Context: an optimization exercise on an open-source flow, tuned for small area, a short achievable clock period and few clock cycles. The choices shown serve that exercise and are no tape-out recipe. The RTL was checked by simulation tests, not by an equivalence proof against the original design.

### flow/design.v
module stepstick_motion (
    input  wire        clk,
    input  wire        rst,           
    input  wire        cmd_valid,
    output wire        cmd_ready,
    input  wire [1:0]  cmd_op,
    input  wire [31:0] cmd_arg,
    output reg         rsp_valid,
    output wire [7:0]  rsp_status,
    output wire [47:0] rsp_data
);
    localparam [1:0] OP_INIT      = 2'd0;
    localparam [1:0] OP_MICROSTEP = 2'd1;
    localparam [1:0] OP_SPEED     = 2'd2;
    localparam [1:0] OP_ANGLE     = 2'd3;
    localparam [22:0] DV1 = 23'd1406250;    
    localparam [22:0] DV2 = 23'd2812500;
    localparam [22:0] DV3 = 23'd4218750;
    localparam [19:0] C7  = 20'd703125;     
    localparam [35:0] KK  = 36'haab2aaab0;
    localparam [1:0] S_FIRST = 2'd0;
    localparam [1:0] S_RUN   = 2'd1;
    localparam [1:0] S_FIN   = 2'd2;
    localparam [1:0] S_FIN2  = 2'd3;
    reg        hs;
    reg [15:0] steps;
    reg [3:0]  ms;
    reg [34:0] cc;
    reg [3:0]  smsb;     
    reg        snz;      
    reg        rdy;
    reg [1:0]  st;
    reg [1:0]  op;
    reg [31:0] mr;       
    reg        ob;       
    reg [35:0] S;        
    reg [35:0] C;        
    reg [7:0]  lS, lC;   
    reg        ln;       
    reg [4:0]  cnt;
    reg [5:0]  ix;       
    reg [1:0]  tp;       
    reg [1:0]  tq;       
    reg [1:0]  h_tp, h_tq;
    reg [5:0]  h_ix;
    reg [3:0]  h_cnt;
    reg        h_odd;
    reg [5:0]  pu;       
    reg [1:0]  ulr;      
    reg [1:0]  p;        
    reg [1:0]  dif;      
    reg [3:0]  dpv;      
    reg [1:0]  tpv;      
    reg        pend;     
    reg        s2, s01;  
    assign cmd_ready  = rdy;
    assign rsp_status = {5'd0, s2, s01, s01};
    assign rsp_data   = {13'd0, S[34:0]};
    function [2:0] bdec(input [2:0] b);
        bdec = {b[2], (b[2] & ~b[1] & ~b[0]) | (~b[2] & b[1] & b[0]), b[1] ^ b[0]};
    endfunction
    function [11:0] bdec4(input [8:0] b);
        bdec4 = {bdec(b[8:6]), bdec(b[6:4]), bdec(b[4:2]), bdec(b[2:0])};
    endfunction
    function [37:0] bsel(input [2:0] d, input [34:0] x);
        reg [35:0] mag;
        begin
            mag = d[0] ? {1'b0, x} : (d[1] ? {x, 1'b0} : 36'd0);
            bsel = {d[2], ~d[2], d[2] ? ~mag : mag};
        end
    endfunction
    reg  [11:0] bd;      
    wire [37:0] be0 = bsel(bd[2:0], cc);
    wire [37:0] be1 = bsel(bd[5:3], cc);
    wire [37:0] be2 = bsel(bd[8:6], cc);
    wire [37:0] be3 = bsel(bd[11:9], cc);
    wire [43:0] oa = {8'd0, S};
    wire [43:0] ob_ = {8'd0, C};
    wire [43:0] oc = {7'd0, be0[36:0]};
    wire [43:0] od = {5'd0, be1[36:0], 1'b0, be0[37]};
    wire [9:0]  low = {2'd0, lS} + {2'd0, lC} + {3'd0, ln, 6'd0};
    wire        cya = low[9] | low[8];
    wire        cyb = low[9];
    wire [43:0] oe = {3'd0, be2[36:0], 1'b0, be1[37], 2'b00};
    wire [43:0] of = {1'b0, be3[36:0], 1'b0, be2[37], 4'd0};
    wire [43:0] sa = oa ^ ob_ ^ oc;
    wire [43:0] ca = {((oa & ob_) | (oa & oc) | (ob_ & oc)), 1'b0};
    wire [43:0] sb = od ^ oe ^ of;
    wire [43:0] cb = {((od & oe) | (od & of) | (oe & of)), cyb};
    wire [43:0] sc = sa ^ ca ^ sb;
    wire [43:0] ccv = {((sa & ca) | (sa & sb) | (ca & sb)), cya};
    wire [43:0] s2v = sc ^ ccv ^ cb;
    wire [43:0] c2s = {((sc & ccv) | (sc & cb) | (ccv & cb)), 1'b0};
    wire [35:0] fs  = S ^ C ^ KK;
    wire [35:0] fc  = {((S & C) | (S & KK) | (C & KK)), cyb};
    wire [24:0] wlo = {1'b0, fs[23:0]} + {1'b0, fc[23:0]} + {24'd0, cya};
    wire [11:0] fsh = fs[35:24];
    wire [11:0] fch = fc[35:24];
    wire        v_ovf = ((fsh ^ fch) != {fsh[10:0] | fch[10:0], wlo[24]});
    reg  [5:0]  hr1;
    always @(*) begin
        hr1 = 6'd0;
        case (cmd_arg[31:26])
            6'd0: hr1 = 6'd0;
            6'd1: hr1 = 6'd38;
            6'd2: hr1 = 6'd31;
            6'd3: hr1 = 6'd24;
            6'd4: hr1 = 6'd17;
            6'd5: hr1 = 6'd10;
            6'd6: hr1 = 6'd3;
            6'd7: hr1 = 6'd41;
            6'd8: hr1 = 6'd34;
            6'd9: hr1 = 6'd27;
            6'd10: hr1 = 6'd20;
            6'd11: hr1 = 6'd13;
            6'd12: hr1 = 6'd6;
            6'd13: hr1 = 6'd44;
            6'd14: hr1 = 6'd37;
            6'd15: hr1 = 6'd30;
            6'd16: hr1 = 6'd23;
            6'd17: hr1 = 6'd16;
            6'd18: hr1 = 6'd9;
            6'd19: hr1 = 6'd2;
            6'd20: hr1 = 6'd40;
            6'd21: hr1 = 6'd33;
            6'd22: hr1 = 6'd26;
            6'd23: hr1 = 6'd19;
            6'd24: hr1 = 6'd12;
            6'd25: hr1 = 6'd5;
            6'd26: hr1 = 6'd43;
            6'd27: hr1 = 6'd36;
            6'd28: hr1 = 6'd29;
            6'd29: hr1 = 6'd22;
            6'd30: hr1 = 6'd15;
            6'd31: hr1 = 6'd8;
            6'd32: hr1 = 6'd1;
            6'd33: hr1 = 6'd39;
            6'd34: hr1 = 6'd32;
            6'd35: hr1 = 6'd25;
            6'd36: hr1 = 6'd18;
            6'd37: hr1 = 6'd11;
            6'd38: hr1 = 6'd4;
            6'd39: hr1 = 6'd42;
            6'd40: hr1 = 6'd35;
            6'd41: hr1 = 6'd28;
            6'd42: hr1 = 6'd21;
            6'd43: hr1 = 6'd14;
            6'd44: hr1 = 6'd7;
            6'd45: hr1 = 6'd0;
            6'd46: hr1 = 6'd38;
            6'd47: hr1 = 6'd31;
            6'd48: hr1 = 6'd24;
            6'd49: hr1 = 6'd17;
            6'd50: hr1 = 6'd10;
            6'd51: hr1 = 6'd3;
            6'd52: hr1 = 6'd41;
            6'd53: hr1 = 6'd34;
            6'd54: hr1 = 6'd27;
            6'd55: hr1 = 6'd20;
            6'd56: hr1 = 6'd13;
            6'd57: hr1 = 6'd6;
            6'd58: hr1 = 6'd44;
            6'd59: hr1 = 6'd37;
            6'd60: hr1 = 6'd30;
            6'd61: hr1 = 6'd23;
            6'd62: hr1 = 6'd16;
            6'd63: hr1 = 6'd9;
            default: hr1 = 6'd0;
        endcase
    end
    wire [6:0]  hl  = cmd_arg[25:19];
    wire [5:0]  hr2 = (hl >= 7'd90) ? hl - 7'd90 : (hl >= 7'd45) ? hl - 7'd45 : hl[5:0];
    wire [6:0]  hsum = {1'b0, mr[30:25]} + {1'b0, mr[24:19]};
    wire [5:0]  At0 = (hsum >= 7'd45) ? hsum - 7'd45 : hsum[5:0];
    wire [5:0]  At  = mr[24:19];
    wire [18:0] Al  = mr[18:0];
    wire [7:0]  A3  = {ob, mr[31:25]};
    wire [23:0] q   = {C[35:19], S[35:29]};
    wire [5:0]  Rt  = S[28:23];
    wire [5:0]  Pt  = pu;        
    wire [18:0] Ls  = S[18:0];
    wire [18:0] Lc  = C[18:0];
    wire [7:0]  A30 = {2'd0, At0} + {1'b0, At0, 1'b0};
    wire [7:0]  Ut0 = h_tp[1] ? (h_tp[0] ? A30 : {1'b0, At0, 1'b0}) : (h_tp[0] ? {2'b0, At0} : 8'd0);
    wire [7:0]  Utn = tq[1] ? (tq[0] ? A3 : {1'b0, At, 1'b0}) : (tq[0] ? {2'b0, At} : 8'd0);
    function [9:0] lut4(input [6:0] x);
        begin
            lut4 = 10'd0;
            case (x)
                7'd0: lut4 = 10'd0;
                7'd1: lut4 = 10'd4;
                7'd2: lut4 = 10'd8;
                7'd3: lut4 = 10'd12;
                7'd4: lut4 = 10'd16;
                7'd5: lut4 = 10'd20;
                7'd6: lut4 = 10'd24;
                7'd7: lut4 = 10'd28;
                7'd8: lut4 = 10'd32;
                7'd9: lut4 = 10'd36;
                7'd10: lut4 = 10'd40;
                7'd11: lut4 = 10'd44;
                7'd12: lut4 = 10'd67;
                7'd13: lut4 = 10'd71;
                7'd14: lut4 = 10'd75;
                7'd15: lut4 = 10'd79;
                7'd16: lut4 = 10'd83;
                7'd17: lut4 = 10'd87;
                7'd18: lut4 = 10'd91;
                7'd19: lut4 = 10'd95;
                7'd20: lut4 = 10'd99;
                7'd21: lut4 = 10'd103;
                7'd22: lut4 = 10'd107;
                7'd23: lut4 = 10'd130;
                7'd24: lut4 = 10'd134;
                7'd25: lut4 = 10'd138;
                7'd26: lut4 = 10'd142;
                7'd27: lut4 = 10'd146;
                7'd28: lut4 = 10'd150;
                7'd29: lut4 = 10'd154;
                7'd30: lut4 = 10'd158;
                7'd31: lut4 = 10'd162;
                7'd32: lut4 = 10'd166;
                7'd33: lut4 = 10'd170;
                7'd34: lut4 = 10'd193;
                7'd35: lut4 = 10'd197;
                7'd36: lut4 = 10'd201;
                7'd37: lut4 = 10'd205;
                7'd38: lut4 = 10'd209;
                7'd39: lut4 = 10'd213;
                7'd40: lut4 = 10'd217;
                7'd41: lut4 = 10'd221;
                7'd42: lut4 = 10'd225;
                7'd43: lut4 = 10'd229;
                7'd44: lut4 = 10'd233;
                7'd45: lut4 = 10'd256;
                7'd46: lut4 = 10'd260;
                7'd47: lut4 = 10'd264;
                7'd48: lut4 = 10'd268;
                7'd49: lut4 = 10'd272;
                7'd50: lut4 = 10'd276;
                7'd51: lut4 = 10'd280;
                7'd52: lut4 = 10'd284;
                7'd53: lut4 = 10'd288;
                7'd54: lut4 = 10'd292;
                7'd55: lut4 = 10'd296;
                7'd56: lut4 = 10'd300;
                7'd57: lut4 = 10'd323;
                7'd58: lut4 = 10'd327;
                7'd59: lut4 = 10'd331;
                7'd60: lut4 = 10'd335;
                7'd61: lut4 = 10'd339;
                7'd62: lut4 = 10'd343;
                7'd63: lut4 = 10'd347;
                7'd64: lut4 = 10'd351;
                7'd65: lut4 = 10'd355;
                7'd66: lut4 = 10'd359;
                7'd67: lut4 = 10'd363;
                7'd68: lut4 = 10'd386;
                7'd69: lut4 = 10'd390;
                7'd70: lut4 = 10'd394;
                7'd71: lut4 = 10'd398;
                7'd72: lut4 = 10'd402;
                7'd73: lut4 = 10'd406;
                7'd74: lut4 = 10'd410;
                7'd75: lut4 = 10'd414;
                7'd76: lut4 = 10'd418;
                7'd77: lut4 = 10'd422;
                7'd78: lut4 = 10'd426;
                7'd79: lut4 = 10'd449;
                7'd80: lut4 = 10'd453;
                7'd81: lut4 = 10'd457;
                7'd82: lut4 = 10'd461;
                7'd83: lut4 = 10'd465;
                7'd84: lut4 = 10'd469;
                7'd85: lut4 = 10'd473;
                7'd86: lut4 = 10'd477;
                7'd87: lut4 = 10'd481;
                7'd88: lut4 = 10'd485;
                7'd89: lut4 = 10'd489;
                7'd90: lut4 = 10'd512;
                7'd91: lut4 = 10'd516;
                7'd92: lut4 = 10'd520;
                7'd93: lut4 = 10'd524;
                7'd94: lut4 = 10'd528;
                7'd95: lut4 = 10'd532;
                7'd96: lut4 = 10'd536;
                7'd97: lut4 = 10'd540;
                7'd98: lut4 = 10'd544;
                7'd99: lut4 = 10'd548;
                7'd100: lut4 = 10'd552;
                7'd101: lut4 = 10'd556;
                7'd102: lut4 = 10'd579;
                7'd103: lut4 = 10'd583;
                7'd104: lut4 = 10'd587;
                7'd105: lut4 = 10'd591;
                7'd106: lut4 = 10'd595;
                7'd107: lut4 = 10'd599;
                7'd108: lut4 = 10'd603;
                7'd109: lut4 = 10'd607;
                7'd110: lut4 = 10'd611;
                7'd111: lut4 = 10'd615;
                7'd112: lut4 = 10'd619;
                7'd113: lut4 = 10'd642;
                7'd114: lut4 = 10'd646;
                7'd115: lut4 = 10'd650;
                7'd116: lut4 = 10'd654;
                7'd117: lut4 = 10'd658;
                7'd118: lut4 = 10'd662;
                7'd119: lut4 = 10'd666;
                7'd120: lut4 = 10'd670;
                7'd121: lut4 = 10'd674;
                7'd122: lut4 = 10'd678;
                7'd123: lut4 = 10'd682;
                7'd124: lut4 = 10'd705;
                7'd125: lut4 = 10'd709;
                7'd126: lut4 = 10'd713;
                7'd127: lut4 = 10'd717;
                default: ;
            endcase
        end
    endfunction
    wire [6:0]  tx  = {1'b0, Rt} + {1'b0, pu};
    wire [9:0]  fd  = lut4(tx);
    wire [3:0]  ad  = fd[9:6];
    wire [5:0]  atr = fd[5:0];
    wire [22:0] o1  = {2'd0, Ls, 2'b00};
    wire [22:0] o2  = {2'd0, Lc, 2'b00};
    wire [22:0] o3  = tp[1] ? {3'd0, Al, 1'b0} : 23'd0;
    wire [22:0] o4  = tp[0] ? {4'd0, Al} : 23'd0;
    wire [22:0] x1  = o1 ^ o2 ^ o3;
    wire [22:0] y1  = {((o1 & o2) | (o1 & o3) | (o2 & o3)), 1'b0};
    wire [22:0] x2  = x1 ^ y1 ^ o4;
    wire [22:0] y2  = {((x1 & y1) | (x1 & o4) | (y1 & o4)), 1'b0};
    wire [5:0]  ptn = {2'd0, x2[22:19]} + {2'd0, y2[22:19]} + {4'd0, ulr} + {1'b0, Utn[7:2]};
    wire [23:0] qa  = q + {20'd0, p, 2'b00};
    wire [23:0] qn  = {qa[21:0], ad[1:0]};
    wire [4:0]  dval = {1'b0, dif, 2'b00} + {3'd0, tpv} - {1'b0, dpv};
    wire [1:0]  dupd = pend ? ((dval >= 5'd3) ? 2'd3 : dval[1:0]) : dif;
    wire [6:0]  ub0 = {1'b0, Ls[5:0]}   + {1'b0, Lc[5:0]};
    wire [6:0]  ub1 = {1'b0, Ls[11:6]}  + {1'b0, Lc[11:6]};
    wire [6:0]  ub1c = {1'b0, Ls[11:6]} + {1'b0, Lc[11:6]} + 7'd1;
    wire [6:0]  ub2 = {1'b0, Ls[17:12]} + {1'b0, Lc[17:12]};
    wire [6:0]  ub2c = {1'b0, Ls[17:12]} + {1'b0, Lc[17:12]} + 7'd1;
    wire        c12 = ub0[6] ? ub1c[6] : ub1[6];
    wire        c18 = c12 ? ub2c[6] : ub2[6];
    wire [1:0]  u    = {(Ls[18] & Lc[18]) | ((Ls[18] ^ Lc[18]) & c18), Ls[18] ^ Lc[18] ^ c18};
    wire [6:0]  vt   = {1'b0, Rt} + {1'b0, pu};
    wire [1:0]  f2d  = S[34:33];
    wire [23:0] f2q  = S[32:9];
    wire [6:0]  f2v  = S[8:2];
    wire [1:0]  f2u  = S[1:0];
    wire        rnd  = (f2v >= 7'd23) | ((f2u != 2'd0) & (f2v >= 7'd22)) | ((f2u == 2'd3) & (f2v >= 7'd21));
    wire [23:0] qb   = f2q + 24'd1;
    wire [23:0] cr0  = (f2d == 2'd0) ? 24'd0 : f2q;
    wire [23:0] cr1  = (f2d == 2'd1) ? 24'd0 : qb;
    function sbit(input [15:0] s, input [5:0] k);
        sbit = k[5] ? 1'b0 : s[k[3:0]];
    endfunction
    wire [4:0]  nb   = {1'b0, smsb} + 5'd9 - {1'b0, ms};      
    wire [5:0]  ix0  = nb[0] ? {2'd0, smsb} - 6'd1 : {2'd0, smsb};
    always @(posedge clk) begin
        h_tp  <= {sbit(steps, ix0), sbit(steps, ix0 - 6'd1)};
        h_tq  <= {sbit(steps, ix0 - 6'd2), sbit(steps, ix0 - 6'd3)};
        h_ix  <= ix0 - 6'd4;
        h_cnt <= nb[4:1];
        h_odd <= nb[0];
    end
    wire [1:0]  tqn  = {sbit(steps, ix), sbit(steps, ix - 6'd1)};
    reg  [3:0]  imsb;
    integer i;
    always @(*) begin
        imsb = 4'd0;
        for (i = 0; i < 16; i = i + 1)
            if (mr[i]) imsb = i[3:0];
    end
    wire [73:0] xpp  = {52'd0, C7, 2'b00};
    wire [1:0]  xpr  = xpp[{cnt, 1'b0} +: 2];
    wire [22:0] r4   = {S[20:0], xpr};
    wire [23:0] t1   = {1'b0, r4} - {1'b0, DV1};
    wire [23:0] t2   = {1'b0, r4} - {1'b0, DV2};
    wire [23:0] t3   = {1'b0, r4} - {1'b0, DV3};
    wire [1:0]  dd   = !t3[23] ? 2'd3 : !t2[23] ? 2'd2 : !t1[23] ? 2'd1 : 2'd0;
    wire [20:0] rn   = !t3[23] ? t3[20:0] : !t2[23] ? t2[20:0] : !t1[23] ? t1[20:0] : r4[20:0];
    wire [3:0]  msn  = (op == OP_INIT) ? 4'd8 : mr[3:0];
    wire [15:0] sv   = (op == OP_INIT) ? mr[15:0] : steps;
    always @(posedge clk) begin
        begin
            rsp_valid <= 1'b0;
            if (rdy) begin
                op  <= cmd_op;
                mr  <= (cmd_op == OP_ANGLE) ? {1'b0, hr1, hr2, cmd_arg[18:0]} : cmd_arg;
                ob  <= 1'b0;
                bd  <= bdec4({cmd_arg[7:0], 1'b0});
                S   <= {4'd0, ~cmd_arg[31], {31{cmd_arg[31]}}};
                C   <= 36'd0;
                lS  <= 8'd0;
                lC  <= 8'd0;
                ln  <= 1'b0;
                st  <= S_FIRST;
                if (cmd_valid) rdy <= 1'b0;
            end else begin
                S <= s2v[43:8];
                C <= c2s[43:8];
                case (op)
                OP_INIT, OP_MICROSTEP: begin
                    if (st == S_FIRST) begin
                        if (op == OP_MICROSTEP && !hs) begin
                            rsp_valid <= 1'b1; s2 <= 1'b0; s01 <= 1'b1; rdy <= 1'b1;
                        end else if (op == OP_MICROSTEP && mr[7:0] > 8'd8) begin
                            rsp_valid <= 1'b1; s2 <= 1'b1; s01 <= 1'b1; rdy <= 1'b1;
                        end else begin
                            if (op == OP_INIT) begin
                                hs    <= 1'b1;
                                steps <= mr[15:0];
                                smsb  <= imsb;
                                snz   <= |mr[15:0];
                            end
                            ms  <= msn;
                            if (msn[0]) begin
                                S   <= {16'd0, sv, 4'd0};
                                cnt <= 5'd17 - {2'd0, msn[3:1]};
                            end else begin
                                S   <= {17'd0, sv, 3'd0};
                                cnt <= 5'd18 - {2'd0, msn[3:1]};
                            end
                            cc <= 35'd0;
                            st <= S_RUN;
                        end
                    end else begin
                        S   <= {15'd0, rn};
                        cc  <= {cc[32:0], dd};
                        cnt <= cnt - 5'd1;
                        if (cnt == 5'd1) begin
                            S <= {1'b0, cc[32:0], dd};
                            rsp_valid <= 1'b1; s2 <= 1'b0; s01 <= 1'b0; rdy <= 1'b1;
                        end
                    end
                end
                OP_SPEED: begin
                    if (st == S_FIRST && !hs) begin
                        rsp_valid <= 1'b1; s2 <= 1'b0; s01 <= 1'b1; rdy <= 1'b1;
                    end else if (st == S_FIN) begin
                        S <= {12'd0, ~wlo[23], wlo[22:0]};
                        rsp_valid <= 1'b1; s2 <= v_ovf; s01 <= 1'b0; rdy <= 1'b1;
                    end else begin
                        S   <= s2v[43:8];
                        C   <= c2s[43:8];
                        lS  <= s2v[7:0];
                        lC  <= c2s[7:0];
                        ln  <= be3[37];
                        mr  <= {8'd0, mr[31:8]};
                        bd  <= bdec4(mr[15:7]);
                        if (st == S_FIRST) begin
                            cnt <= 5'd3;
                            st  <= S_RUN;
                        end else begin
                            cnt <= cnt - 5'd1;
                            if (cnt == 5'd1) st <= S_FIN;
                        end
                    end
                end
                default: begin  
                    if (st == S_FIRST) begin
                        if (!hs) begin
                            rsp_valid <= 1'b1; s2 <= 1'b0; s01 <= 1'b1; rdy <= 1'b1;
                        end else begin
                            {ob, mr[31:25]} <= A30;
                            pu  <= {1'b0, Ut0[7:2]};
                            ulr <= Ut0[1:0];
                            mr[24:19] <= At0;
                            S   <= (snz & h_odd) ? {17'd0, Al} : 36'd0;
                            S[28:23] <= (snz & h_odd) ? At0 : 6'd0;
                            C   <= 36'd0;
                            p   <= 2'd0;
                            dif <= {1'b0, snz & h_odd};
                            pend <= 1'b0;
                            ix  <= h_ix;
                            tp  <= h_tp;
                            tq  <= h_tq;
                            cnt <= h_cnt;
                            st  <= (snz && h_cnt != 4'd0) ? S_RUN : S_FIN;
                        end
                    end else if (st == S_RUN) begin
                        S   <= {qn[6:0], atr, 4'd0, x2[18:0]};
                        pu  <= ptn;
                        ulr <= Utn[1:0];
                        C   <= {qn[23:7], y2[18:0]};
                        p   <= ad[3:2];
                        dif <= dupd;
                        dpv <= ad;
                        tpv <= tp;
                        pend <= 1'b1;
                        ix  <= ix - 6'd2;
                        tp  <= tq;
                        tq  <= tqn;
                        cnt <= cnt - 5'd1;
                        if (cnt == 5'd1) st <= S_FIN;
                    end else if (st == S_FIN) begin
                        S  <= {1'b0, dupd, qa, vt, u};
                        st <= S_FIN2;
                    end else begin
                        S <= {12'd0, rnd ? cr1 : cr0};
                        rsp_valid <= 1'b1; s2 <= 1'b0; s01 <= 1'b0; rdy <= 1'b1;
                    end
                end
                endcase
            end
        end
        if (rst) begin
            rdy       <= 1'b1;
            hs        <= 1'b0;
            rsp_valid <= 1'b0;
        end
    end
endmodule
### flow/run.sh
#!/bin/bash
# synth_recipe.tcl (not shown) runs the flow's synth.tcl, then flattens the netlist and writes it again
# the make line also repeats each setting of config.mk as NAME=value (left out here)
make -C /OpenROAD-flow-scripts/flow DESIGN_CONFIG=/design/flow/config.mk WORK_HOME=/design/flow/orfs CLKGATE_MAP_FILE= SYNTH_SCRIPT=/design/flow/synth_recipe.tcl finish
### flow/config.mk
export PLATFORM = sky130hd
export DESIGN_NAME = stepstick_motion
export DESIGN_NICKNAME = stepstick_motion
export VERILOG_FILES = /design/flow/design.v
export SDC_FILE = /design/flow/constraint.sdc
export NUM_CORES = 4
export LEC_CHECK = 0
export CAP_MARGIN = 20
export CORE_MARGIN = 2
export CORE_UTILIZATION = 40
export PLACE_DENSITY = 0.6
export SETUP_SLACK_MARGIN = 3.0
export SLEW_MARGIN = 20
### flow/constraint.sdc
create_clock -name core_clock -period 7.0 [get_ports {clk}]
set_input_delay 1.4000 -clock core_clock [delete_from_list [all_inputs] [get_ports {clk}]]
set_output_delay 1.4000 -clock core_clock [all_outputs]
set_load 0.01 [all_outputs]
==> summary.md, run 1 <==
| Metric | Value |
|---|---|
| Status | no timing/DRC/antenna violations |
| Pins Over Slew Limit | 0 |
| Die Ht | 275 um |
| Synth area leaders | edfxtp_1 (14%), fa_1 (13%), ha_1 (8.5%), dfxtp_1 (7.4%), xnor2_1 (5.0%) |
| # DRC | 0 |
| Site row count | 99 |
| EDFF count, synth | 138 |
| Initial antenna violation count | 6 |
| Setup TNS | 0 ns |
| Unique masters post-synth | 93 |
| Worst slack at placement | 2.01 ns |
| ANT nets after route | 0 |
| Clock Tree Root | clkbuf_16 |
| Fraction of layout cells with a size suffix above 1 | 0.147 |
| Die X | 275 um |
| Fin util | 0.464 |
| Largest net degree at the start of global routing | 47 |
| Clock latency (worst-skew pair) | 0.61 ns |
| Tot GR Track Use | 0.315 |
| Critical-path maximum fanout | 12 |
| TritonCTS clock tree | built |
| Clk_skew | 0.0301 ns |
| CTS sink count | 246 |
| Max-Cap Viols | 0 |
| Area leader, netlist | edfxtp_1 |
| CP delay by family, top | compound AO/OA/AOI/OAI gates |
| Max Fclk | 236 MHz |
| Number of nets in the layout | 3,879 |
| RSZ-0062 raised after global routing | yes |
| FILL cells | 7,052 |
| Clock transition at path regs | 0.06 ns |
| H-Tree Depth | 1 |
| Met2 Wirelength | 51,700 um |
| Slowest CP cell | dfxtp_1 |
| WP buf/inv | 1 |
| Ys flop type | edfxtp_1 |
| GRT Residual Overflow | 0 |
| Vias | 28,103 |
| Worst EP required | 7.44 ns |
| Placeable Area | 0.0728 mm^2 |
| Sequential element share of the synthesized area | 0.215 |
| Clk buf depth | 3 |
| HP Class | reg2reg |
| Full die area | 0.0755 mm^2 |
| Crit path largest cell delay | 0.89 ns |
| Final Hold Fails | 0 |
| # IOs | 95 |
| Worst slew margin | 0.172 |
| DRT Wirelength | 124,000 um |
| Crit-path cells | ha_1 > inv_1 > fa_1 > a21o_1 > a211oi_1 > nor2_1 > a211oi_1 > o21ai_4 > a211oi_2 > a21oi_2 > xnor2_1 > a211oi_1 |
| Final Wtd Congestion | 1.05 |
| Worst slew pin tran | 1.24 ns |
| Worst setup margin | 2.76 ns |
| Vias in the first global route | 25,863 |
| Syn avg cell area | 8.56 um^2 |
| Flip-flop and latch count after synthesis | 246 |
| Synth Cell Area | 0.0293 mm^2 |
| YS warnings | 1 |
| WL/cell | 28.0 um |
| Synth Instances | 3,427 |
| Via density | 6.34 |
| Port Buffers | 76 |
| First-pass GRT wire length | 177,000 um |
| Most frequent cell after synthesis | inv_1 |
| Max Used Layer | met5 |
| Fin crit period | 4.24 ns |
| Crit path launch type | register |
| Asr flop ratio synth | 0 |
| Synth-to-Final Area Change | 15.1% |
| Hpwl dp | 89,600 um |
| Starting Density | 0.403 |
| Share of Yosys cell area claimed by the top area cell type | 0.141 |
| Synth top cells by count | inv_1 (296), nand2_1 (280), o21ai_0 (226), nor2_1 (205), ha_1 (200) |
| Iter 0 DRT Violations | 4,049 |
| Most used cell, CP | a211oi_1 |
| Crit path DAT | 4.68 ns |
| Setup violators final | 0 |
| First-pass iteration count of the detailed router | 8 |
| Num CTS Buffers | 31 |
| Tcrit/Tclk final | 0.605 |
| Routed metal-1 wire length | 50,100 um |
| Crit end category | register |
| Setup CP Type | reg2reg |
| Met3 WL post-DR | 14,600 um |
==> sequential cells by signal, summed over array words and instances, names as in the netlist, 5 cells and up <==
register / flops
C: 36
S: 36
cc: 35
mr: 29
steps: 16
bd: 11
lC: 7
lS: 7
h_ix: 6
ix: 6
pu: 6
cnt: 5
==> cells in the final DEF, fill, tap and decap left out, types with 16 or more instances in the layout <==
master / n
a211oi_1: 51
a21o_1: 32
a21oi_1: 186
a221oi_1: 32
a22o_1: 19
a22oi_1: 133
a31oi_1: 32
and2_1: 33
and3_1: 21
buf_4: 159
clkbuf_16: 39
clkdlybuf4s50_1: 75
conb_1: 18
dfxtp_1: 87
edfxtp_1: 138
fa_1: 170
fa_2: 25
ha_1: 189
inv_1: 282
inv_2: 16
mux2_2: 46
mux2i_1: 50
mux4_2: 19
nand2_1: 279
nand2b_1: 20
nand3_1: 56
nor2_1: 195
nor2b_1: 57
nor3_1: 55
o211ai_1: 37
o21ai_0: 202
o21ai_1: 25
o221ai_1: 21
o22ai_1: 23
o31ai_1: 18
xnor2_1: 154
xor2_1: 101
==> path summary, 6_finish.rpt <==
check	to	from	slack (ns)	cells past startpoint
max	s2	S[12]	2.76	12
min	lS[7]	lS[7]	0.47	2
max reg2reg	s2	S[12]	2.76	12
min reg2reg	lS[7]	lS[7]	0.47	2
==> stage by stage <==
| step | hold WS (ns) | instance area (um^2) | std cells |
|---|---|---|---|
| global placement | 0.447 | 30700 | 4257 |
| finish | 0.468 | 33800 | 4431 |
| global route | 0.500 | 33800 | 4430 |
| detailed placement | 0.459 | 30700 | 4257 |
| CTS | 0.475 | 32600 | 4349 |
| floorplan | 0.424 | 29400 | 3444 |
==> metal layers <==
layer | track usage | vias to the layer above
met3 | 0.0847 | 387
li1 | - | 12085
met1 | 0.436 | 13751
met4 | 0.155 | 6
met5 | 0 | -
met2 | 0.453 | 1874
==> what timing repair did <==
action | CTS | global route
hold buffers | 0 | 0
setup buffers | 32 | 74
cloned | 3 | 7
endpoints found under the setup margin | 43 | 41
resized for setup | 110 | 136
pin swaps | 45 | 98
==> kinds of logic (layout without fill, tap and decap cells) <==
logic type	count (synthesis)	after routing	share of synthesized area
other	1	19	0.000128
AND/OR/NAND/NOR	819	821	0.130
flip-flops	246	246	0.215
AO/OA/AOI/OAI	972	972	0.219
XOR/XNOR	273	273	0.0820
adder cells (fa/ha/maj)	395	395	0.218
multiplexers	116	116	0.0497
buffers and inverters	605	630	0.0857
==> worst min-delay path: cells and delay by family, from the launching register on <==
family | cells | cell delay [ns]
AND/OR/NAND/NOR | 1 | 0.05
flip-flops | 1 | 0.33
AO/OA/AOI/OAI | 1 | 0.05
==> layout make-up <==
type,count,area [um^2],share of cell area
Antenna cell,1,2.50,0.0000741
Clock buffer,44,921,0.0273
Clock inverter,13,198,0.00585
Inverter,306,1170,0.0346
Multi-Input combinational cell,2595,21400,0.633
Sequential cell,246,6360,0.188
Tap cell,959,1200,0.0355
Timing Repair Buffer,267,2530,0.0751
Testbench counts, summed over its fixed seeds: cycles 28,168.
==> run 2, diff against run 1 <==
--- a/flow/config.mk
+++ b/flow/config.mk
@@ -9,5 +9,5 @@
 export CORE_MARGIN = 2
 export CORE_UTILIZATION = 40
 export PLACE_DENSITY = 0.6
-export SETUP_SLACK_MARGIN = 3.0
+export SETUP_SLACK_MARGIN = 2.5
 export SLEW_MARGIN = 20
==> run 2 against run 1 <==
Against the previous run: synthesized cell count unchanged; cell count decreased by 2.0%; first-iteration DRC count decreased by 17%; design area decreased by 4.7%; register-to-register slack worse by 0.17 ns.
==> summary.md, run 2 <==
| Metric | Value |
|---|---|
| Status | no timing/DRC/antenna violations |
| First-pass iteration count of the detailed router | 6 (-2) |
| Synth area leaders | edfxtp_1 (14%), fa_1 (13%), ha_1 (8.5%), dfxtp_1 (7.4%), xnor2_1 (5.0%) |
| Compound-cell area share of the yosys netlist | 0.219 (unchanged) |
| Die X | 275 um (unchanged) |
| Multi-input logic area | 0.0209 mm^2 (-2.4%) |
| Vias in the first global route | 25,548 (-1.2%) |
| H-Tree Depth | 1 (unchanged) |
| CTS sink count | 246 (unchanged) |
| WHS | 0.475 ns (+0.00698 ns) |
| Commonest non-fill, non-tap cell in the layout | inv_1 |
| TritonCTS clock tree | built |
| Port Buffers | 76 (unchanged) |
| DRT Wirelength | 121,000 um (-2.7%) |
| Hpwl dp | 90,200 um (+0.74%) |
| Number of nets in the layout | 3,792 (-2.2%) |
| Die Ht | 275 um (unchanged) |
| GRT Residual Overflow | 0 (unchanged) |
| Clock Tree Root | clkbuf_16 |
| Placeable Area | 0.0728 mm^2 (unchanged) |
| Post-Synth Simple-Gate Area | 0.130 (unchanged) |
| Flip-flop and latch count after synthesis | 246 (unchanged) |
| Synth Cell Area | 0.0293 mm^2 (unchanged) |
| Ant. Diodes | 0 (-1) |
| Crit path DAT | 4.75 ns (+0.07 ns) |
| Most frequent cell after synthesis | inv_1 |
| Mux cell area share after synthesis | 0.0497 (unchanged) |
| RSZ-0062 raised after global routing | yes |
| Pins Over Slew Limit | 0 (unchanged) |
| Tot GR Track Use | 0.312 (-0.00341) |
| Iter 0 DRT Violations | 3,360 (-17%) |
| Initial antenna violation count | 4 (-2) |
| Share of Yosys cell area claimed by the top area cell type | 0.141 (unchanged) |
| Fin crit period | 4.40 ns (+0.165 ns) |
| Final Wtd Congestion | 1.06 (+0.24%) |
| Max-Cap Viols | 0 (unchanged) |
| Clk buf depth | 3 (unchanged) |
| Vias | 27,364 (-2.6%) |
| Largest family of logic cells by synthesized area | compound AO/OA/AOI/OAI gates |
| Via density | 6.30 (-0.68%) |
| Num CTS Buffers | 31 (unchanged) |
| # IOs | 95 (unchanged) |
| Biggest regs | C: 36 flops, S: 36 flops, cc: 35 flops |
| Post-synthesis adder-cell area fraction | 0.218 (unchanged) |
| Clock latency (worst-skew pair) | 0.63 ns (+0.02 ns) |
| Fraction of layout cells with a size suffix above 1 | 0.0934 (-0.0536) |
| Site row count | 99 (unchanged) |
| Synth-to-Final Area Change | 9.72% |
| Unique masters post-synth | 93 (unchanged) |
| Syn avg cell area | 8.56 um^2 (unchanged) |
| Full die area | 0.0755 mm^2 (unchanged) |
| Setup violators final | 0 (unchanged) |
| FILL cells | 7,274 (+3.1%) |
| Worst slew pin tran | 1.21 ns (-0.0248 ns) |
| Crit path launch type | register |
| Synth Instances | 3,427 (unchanged) |
| YS warnings | 1 (unchanged) |
| Tcrit/Tclk final | 0.629 (+0.0236) |
| Worst EP required | 7.34 ns (-0.10 ns) |
| Clock transition at path regs | 0.06 ns (about the same) |
| Max Fclk | 227 MHz (-3.8%) |
| Largest net degree at the start of global routing | 60 (+28%) |
| Crit end category | register |
| WL/cell | 27.8 um (-0.76%) |
| Clk_skew | 0.0302 ns (+0.0000671 ns) |
| Final Hold Fails | 0 (unchanged) |
| Critical-path maximum fanout | 4 (-8) |
| EDFF count, synth | 138 (unchanged) |
| HP Class | reg2reg |
| Cts hold-fix bufs | 0 (unchanged) |
| Sequential element share of the synthesized area | 0.215 (unchanged) |
| Reg area | 0.00633 mm^2 (-0.39%) |
| Asr flop ratio synth | 0 (unchanged) |
| Setup TNS | 0 ns (unchanged) |
| ANT nets after route | 0 (unchanged) |
| Starting Density | 0.403 (unchanged) |
| Synth Area in XOR/XNOR | 0.0820 (unchanged) |
| Setup CP Type | reg2reg |
| Most frequent cells in the layout | inv_1 (294), nand2_1 (279), o21ai_0 (217), nor2_1 (199), ha_1 (199) |
| Synth top cells by count | inv_1 (296), nand2_1 (280), o21ai_0 (226), nor2_1 (205), ha_1 (200) |
| Worst slew margin | 0.182 (+0.0102) |
| Ys flop type | edfxtp_1 |
| Area leader, netlist | edfxtp_1 |
| First-pass GRT wire length | 175,000 um (-1.2%) |
| # DRC | 0 (unchanged) |
-- run 2: area by class of cell --
| cell class | instances | share of cell area |
|---|---|---|
| clock buffer | 44 | 0.0265 |
| clock inverter | 14 | 0.00579 |
| inverter | 306 | 0.0358 |
| multi-input combinational | 2593 | 0.648 |
| sequential | 246 | 0.197 |
| tap | 959 | 0.0373 |
| timing repair buffer | 182 | 0.0497 |
-- run 2: per-stage QoR --
stage | setup WS, ns | cells | cell area [um^2] | util
6_report | 2.60 | 4344 | 32200 | 0.442
5_1_grt | 2.36 | 4344 | 32200 | 0.442
4_1_cts | 2.50 | 4315 | 31800 | 0.436
3_5_place_dp | 1.89 | 4253 | 30600 | 0.420
3_3_place_gp | 1.89 | 4253 | 30600 | 0.420
2_1_floorplan | 2.60 | 3444 | 29400 | -
-- run 2: path summary, 6_finish.rpt --
| check | from | end | slack [ns] | cells past startpoint |
|---|---|---|---|---|
| min reg2reg | lS[7] | lS[7] | 0.48 | 2 |
| max | mr[25] | pu[3] | 2.60 | 17 |
| min | lS[7] | lS[7] | 0.48 | 2 |
| max reg2reg | mr[25] | pu[3] | 2.60 | 17 |
-- run 2: logic make-up (layout without fill, tap and decap cells) --
kind of cell | count (synthesis) | after routing
flops | 246 | 246
buf+inv | 605 | 546
simple gates | 819 | 819
other cells | 1 | 18
xor+xnor | 273 | 273
compound gates | 972 | 972
fa+ha+maj | 395 | 395
mux | 116 | 116
-- run 2: metal layers --
layer  part of all wire  GRT usage
met5            0.00056    0.00376
met2               0.42      0.456
met4              0.053      0.132
met3               0.12     0.0792
met1               0.41      0.435
-- run 2: what timing repair did --
action,4_1_cts,5_1_grt
resized for setup,27,47
pin swaps,2,18
setup buffers,4,29
endpoints found under the setup margin,24,28
-- run 2: worst max-delay path, stage by stage (launching register included) --
cell and delay (ns):
edfxtp_1 0.43, ha_1 0.27, fa_1 0.55, inv_1 0.08, ha_1 0.18, o31ai_1 0.22
nor3_1 0.07, o21ai_1 0.24, nand2_2 0.14, mux2_4 0.36, ha_1 0.23, fa_1 0.47
a21o_1 0.18, a21oi_2 0.17, xor2_1 0.21, nand2_1 0.09, o211ai_1 0.13, a22oi_1 0.12

==> what the ideal ports hide <==
The results above use ideal ports. As a check the final layouts listed here were re-extracted and re-timed, cells and wires unchanged. Step 1 assumes that a clkbuf_16 drives the clock port and a buf_2 every other input. Step 2 times the ports against the registers' clock, not the clock port: input delays grow and output delays shrink by t, the midpoint of the rising clock arrivals with the driver on. Slacks: ideal ports / drivers / drivers and shift; pairs: ideal ports / drivers.
run | shift t [ns] | setup WS [ns] | hold WS [ns] | worst setup path at the end | cell pins on the clock port's net
run 1 | 0.665 | 2.762 / 2.762 / 2.616 | 0.468 / 0.468 / 0.468 | input to register | 1
run 2 | 0.673 | 2.597 / 2.597 / 2.276 | 0.475 / 0.475 / 0.475 | input to register | 1
After both steps setup and hold are still met in every run listed. The setup slack of run 2, which loses most, moves by 0.000 ns with the drivers and by -0.321 ns with both steps.
